Context: an optimization exercise on an open-source flow, tuned for small area, a short achievable clock period and few clock cycles per item. The choices shown serve that exercise and are no tape-out recipe.
Where RTL was checked, it was by simulation tests only, not by an equivalence proof against the original.
Power and IR drop assume default switching activity.

==> module chi_md5, before the edit <==
module chi_md5 (
    input  wire         clk,
    input  wire         rst,           
    input  wire         in_valid,
    output wire         in_ready,
    input  wire         in_first,
    input  wire [511:0] in_block,      
    output reg          out_valid,
    output wire [127:0] out_digest     
);
    localparam [31:0] IV_A = 32'h67452301;
    localparam [31:0] IV_B = 32'hefcdab89;
    localparam [31:0] IV_C = 32'h98badcfe;
    localparam [31:0] IV_D = 32'h10325476;
    localparam [2047:0] K_TAB = {
        32'heb86d391, 32'h2ad7d2bb, 32'hbd3af235, 32'hf7537e82,
        32'h4e0811a1, 32'ha3014314, 32'hfe2ce6e0, 32'h6fa87e4f,
        32'h85845dd1, 32'hffeff47d, 32'h8f0ccc92, 32'h655b59c3,
        32'hfc93a039, 32'hab9423a7, 32'h432aff97, 32'hf4292244,
        32'hc4ac5665, 32'h1fa27cf8, 32'he6db99e5, 32'hd9d4d039,
        32'h04881d05, 32'hd4ef3085, 32'heaa127fa, 32'h289b7ec6,
        32'hbebfbc70, 32'hf6bb4b60, 32'h4bdecfa9, 32'ha4beea44,
        32'hfde5380c, 32'h6d9d6122, 32'h8771f681, 32'hfffa3942,
        32'h8d2a4c8a, 32'h676f02d9, 32'hfcefa3f8, 32'ha9e3e905,
        32'h455a14ed, 32'hf4d50d87, 32'hc33707d6, 32'h21e1cde6,
        32'he7d3fbc8, 32'hd8a1e681, 32'h02441453, 32'hd62f105d,
        32'he9b6c7aa, 32'h265e5a51, 32'hc040b340, 32'hf61e2562,
        32'h49b40821, 32'ha679438e, 32'hfd987193, 32'h6b901122,
        32'h895cd7be, 32'hffff5bb1, 32'h8b44f7af, 32'h698098d8,
        32'hfd469501, 32'ha8304613, 32'h4787c62a, 32'hf57c0faf,
        32'hc1bdceee, 32'h242070db, 32'he8c7b756, 32'hd76aa478
    };
    localparam [31:0] RI_TAB = 32'h56e801bf;
    localparam [255:0] G_TAB = 256'h92b4d6f81a3c5e702fc9630da741eb85c72d83e94fa50b61fedcba9876543210;
    reg  [31:0] b, c, d;           
    reg  [31:0] fu, fv;            
    reg  [31:0] q0, q1, q2, q3;    
    reg  [31:0] t;                 
    reg  [31:0] mw;                
    reg  [5:0]  cnt;               
    reg  [1:0]  ri;                
    reg  [1:0]  rv;                
    reg         run;               
    reg         fin;               
    reg         pend;              
    reg         fst;               
    reg         fcur;              
    reg         ivc;               
    assign out_digest = {q1, q2, q3, q0};
    assign in_ready   = run && (cnt == 6'd62);   
    wire start = pend && !run;                   
    wire [5:0] cnt_nx = run ? ((cnt == 6'd0) ? 6'd0 : cnt + 6'd1) : (start ? 6'd1 : cnt);
    reg  [15:0] gh;                                
    wire        gx = run && (cnt != 6'd0);
    wire [15:0] gsel = ({16{gx}} & gh) | {14'd0, !run && start, !gx && !(!run && start)};
    reg  [31:0] mw_nx;
    integer j;
    always @(*) begin
        mw_nx = 32'd0;
        for (j = 0; j < 16; j = j + 1)
            mw_nx = mw_nx | (in_block[32*j +: 32] & {32{gsel[j]}});
    end
    wire [5:0] cnt_nx1 = cnt_nx + 6'd1;
    wire [31:0] kval  = K_TAB[{cnt, 5'b00000} +: 32];
    wire [31:0] asrc  = run ? d : (fst ? IV_A : (fin ? q1 : q0));
    wire [31:0] t_nx  = asrc + kval + mw;
    wire [31:0] f   = (b & fu) | (~b & fv);
    wire [31:0] sum = f + t;
    reg  [31:0] r1, r2;
    always @(*) begin
        case (ri)
            2'd0:    r1 = {sum[27:0], sum[31:28]};
            2'd1:    r1 = {sum[26:0], sum[31:27]};
            2'd2:    r1 = {sum[25:0], sum[31:26]};
            default: r1 = {sum[24:0], sum[31:25]};
        endcase
        case (rv)
            2'd0:    r2 = r1;
            2'd1:    r2 = {r1[26:0], r1[31:27]};
            2'd2:    r2 = {r1[21:0], r1[31:22]};
            default: r2 = {r1[15:0], r1[31:16]};
        endcase
    end
    wire [31:0] x = b + r2;
    wire        tail = fin || (run && (cnt == 6'd62 || cnt == 6'd63 || cnt == 6'd0));
    reg  [31:0] ivw;
    always @(*) begin
        casez ({fin, cnt[1:0]})
            3'b010:  ivw = IV_A;    
            3'b011:  ivw = IV_D;    
            3'b0??:  ivw = IV_C;    
            default: ivw = IV_B;    
        endcase
    end
    wire [31:0] hop  = fcur ? ivw : q0;
    wire [31:0] hsum = hop + b;
    wire        ld_iv = start && fst;
    wire [31:0] b_nx  = run ? x : (ld_iv ? IV_B : (fin ? hsum : q3));
    wire [31:0] c_nx  = run ? b : (ld_iv ? IV_C : (fin ? q3 : c));
    wire [31:0] d_nx  = run ? c : (ld_iv ? IV_D : (fin ? q2 : d));
    reg  [31:0] fu_nx, fv_nx;
    always @(*) begin
        case (cnt[5:4])
            2'd0:    begin fu_nx = c_nx;            fv_nx = d_nx;            end   
            2'd1:    begin fu_nx = c_nx | d_nx;     fv_nx = c_nx & ~d_nx;    end   
            2'd2:    begin fu_nx = ~(c_nx ^ d_nx);  fv_nx = c_nx ^ d_nx;     end   
            default: begin fu_nx = ~c_nx;           fv_nx = ~(c_nx ^ d_nx);  end   
        endcase
    end
    always @(posedge clk) begin
        ri   <= RI_TAB[{cnt[5:4], cnt[1:0], 1'b0} +: 2];
        rv   <= cnt[1:0];
        t    <= t_nx;
        cnt  <= rst ? 6'd0 : cnt_nx;
        mw   <= mw_nx;
        gh   <= 16'd1 << G_TAB[{cnt_nx1, 2'b00} +: 4];
        c    <= c_nx;
        d    <= d_nx;
        fu   <= fu_nx;
        fv   <= fv_nx;
        if (tail) begin
            q0 <= q1;  q1 <= q2;  q2 <= q3;  q3 <= hsum;
        end
        b    <= b_nx;
        if (rst) begin
            run       <= 1'b0;
            fin       <= 1'b0;
            pend      <= 1'b0;
            out_valid <= 1'b0;
            ivc       <= 1'b1;
        end else begin
            out_valid <= fin;
            fin       <= run && (cnt == 6'd0);
            if (run) begin
                if (cnt == 6'd0) run <= 1'b0;
            end else if (start) begin
                run  <= 1'b1;
                pend <= 1'b0;
                fcur <= fst;
            end
            if (in_valid && !pend && (run ? (cnt == 6'd0) : !start)) begin
                pend <= 1'b1;
                fst  <= in_first || ivc;
                ivc  <= 1'b0;
            end
        end
    end
endmodule
Settings: LEC_CHECK=0, ABC_AREA=1, CAP_MARGIN=20, CORE_MARGIN=2, CORE_UTILIZATION=40, SLEW_MARGIN=20, TNS_END_PERCENT=5; clock period 13.0 ns.
standard.sh (not shown) runs the stock make flow with config.mk's settings and CLKGATE_MAP_FILE= SYNTH_SCRIPT=/design/flow/synth_recipe.tcl, a recipe that flattens the netlist after the stock synthesis.
==> flow/flow/run.sh <==
#!/bin/bash
set -euo pipefail
export BUFFER_PORTS_ARGS="-buffer_cell sky130_fd_sc_hd__buf_1"
export SETUP_SLACK_MARGIN=8.5
bash standard.sh > standard.log 2>&1
Then changed:
--- a/flow/design.v
+++ b/flow/design.v
@@ -36,20 +36,26 @@
     reg  [31:0] fu, fv;            
     reg  [31:0] q0, q1, q2, q3;    
     reg  [31:0] t;                 
     reg  [31:0] mw;                
+    reg  [31:0] kv;                
     reg  [5:0]  cnt;               
     reg  [1:0]  ri;                
     reg  [1:0]  rv;                
     reg         run;               
+    reg         rdy;               
     reg         fin;               
     reg         pend;              
     reg         fst;               
     reg         fcur;              
+    reg  [3:0]  ivs;               
     reg         ivc;               
     assign out_digest = {q1, q2, q3, q0};
-    assign in_ready   = run && (cnt == 6'd62);   
+    assign in_ready   = rdy;                     
     wire start = pend && !run;                   
+    wire run_nx  = !rst && (run ? (cnt != 6'd0) : start);
+    wire fin_nx  = !rst && run && (cnt == 6'd0);
+    wire fcur_nx = (!run && start) ? fst : fcur;
     wire [5:0] cnt_nx = run ? ((cnt == 6'd0) ? 6'd0 : cnt + 6'd1) : (start ? 6'd1 : cnt);
     reg  [15:0] gh;                                
     wire        gx = run && (cnt != 6'd0);
     wire [15:0] gsel = ({16{gx}} & gh) | {14'd0, !run && start, !gx && !(!run && start)};
@@ -60,11 +66,10 @@
         for (j = 0; j < 16; j = j + 1)
             mw_nx = mw_nx | (in_block[32*j +: 32] & {32{gsel[j]}});
     end
     wire [5:0] cnt_nx1 = cnt_nx + 6'd1;
-    wire [31:0] kval  = K_TAB[{cnt, 5'b00000} +: 32];
     wire [31:0] asrc  = run ? d : (fst ? IV_A : (fin ? q1 : q0));
-    wire [31:0] t_nx  = asrc + kval + mw;
+    wire [31:0] t_nx  = asrc + kv + mw;
     wire [31:0] f   = (b & fu) | (~b & fv);
     wire [31:0] sum = f + t;
     reg  [31:0] r1, r2;
     always @(*) begin
@@ -82,17 +87,10 @@
         endcase
     end
     wire [31:0] x = b + r2;
     wire        tail = fin || (run && (cnt == 6'd62 || cnt == 6'd63 || cnt == 6'd0));
-    reg  [31:0] ivw;
-    always @(*) begin
-        casez ({fin, cnt[1:0]})
-            3'b010:  ivw = IV_A;    
-            3'b011:  ivw = IV_D;    
-            3'b0??:  ivw = IV_C;    
-            default: ivw = IV_B;    
-        endcase
-    end
+    wire [31:0] ivw  = ({32{ivs[0]}} & IV_A) | ({32{ivs[1]}} & IV_D)
+                     | ({32{ivs[2]}} & IV_C) | ({32{ivs[3]}} & IV_B);
     wire [31:0] hop  = fcur ? ivw : q0;
     wire [31:0] hsum = hop + b;
     wire        ld_iv = start && fst;
     wire [31:0] b_nx  = run ? x : (ld_iv ? IV_B : (fin ? hsum : q3));
@@ -112,8 +110,10 @@
         rv   <= cnt[1:0];
         t    <= t_nx;
         cnt  <= rst ? 6'd0 : cnt_nx;
         mw   <= mw_nx;
+        kv   <= K_TAB[{cnt_nx, 5'b00000} +: 32];
+        ivs  <= {4{fcur_nx}} & {fin_nx, run_nx && (cnt_nx == 6'd0), run_nx && (cnt_nx == 6'd63), run_nx && (cnt_nx == 6'd62)};
         gh   <= 16'd1 << G_TAB[{cnt_nx1, 2'b00} +: 4];
         c    <= c_nx;
         d    <= d_nx;
         fu   <= fu_nx;
@@ -126,11 +126,13 @@
             run       <= 1'b0;
             fin       <= 1'b0;
             pend      <= 1'b0;
             out_valid <= 1'b0;
+            rdy       <= 1'b0;
             ivc       <= 1'b1;
         end else begin
             out_valid <= fin;
+            rdy       <= run && (cnt == 6'd61);
             fin       <= run && (cnt == 6'd0);
             if (run) begin
                 if (cnt == 6'd0) run <= 1'b0;
             end else if (start) begin
=> Non-clock buffer count came out lower by 68; via count went down slightly; global-route usage went down by 3.1 points; routed wire length went down by a few percent; first-iteration DRC count rises by a little under a tenth; die area rose by a few percent; power decreases by a little under a tenth; setup slack gets worse by 0.0046 ns; worst hold slack stays flat; utilization went down by 2.7 points; final area decreases by a few percent; sequential share of layout area rises by 2.5 points; sequential power came out higher by a few percent; synthesized area rises by a few percent.
Testbench counts after the change, summed over its fixed seeds: cycles 219,066, blocks 3,370.
For the first run of this note, only the layout was checked, not whether the RTL still works.

static timing again, ports no longer ideal:
The flow's constraints put no driver on any port. The routed layouts listed below were extracted and timed again, unchanged, in two steps. Step 1: set_driving_cell puts a clkbuf_16 on clk and a buf_2 on each other input, an assumption about the parent block. Step 2 also shifts input and output timing later by t, the mid clock arrival at the registers, as if the neighbouring blocks saw the same clock. a / b / c = ideal ports / drivers / drivers and shift; a / b = the first two.
run | shift t [ns] | setup slack, ns | hold WS [ns] | slew at the worst register clock pin (ns) | worst data-port slew with drivers (ns)
the first run | 0.668 | 8.121 / 8.121 / 8.121 | 0.460 / 0.460 / 0.460 | 0.07 / 0.07 | 0.32
the second run | 0.676 | 8.116 / 8.116 / 7.785 | 0.460 / 0.460 / 0.460 | 0.07 / 0.07 | 0.34
After both steps setup and hold are still met in every run listed. For the second run, which loses most, drivers alone change the setup slack by 0.000 ns; drivers and shift together by -0.331 ns.
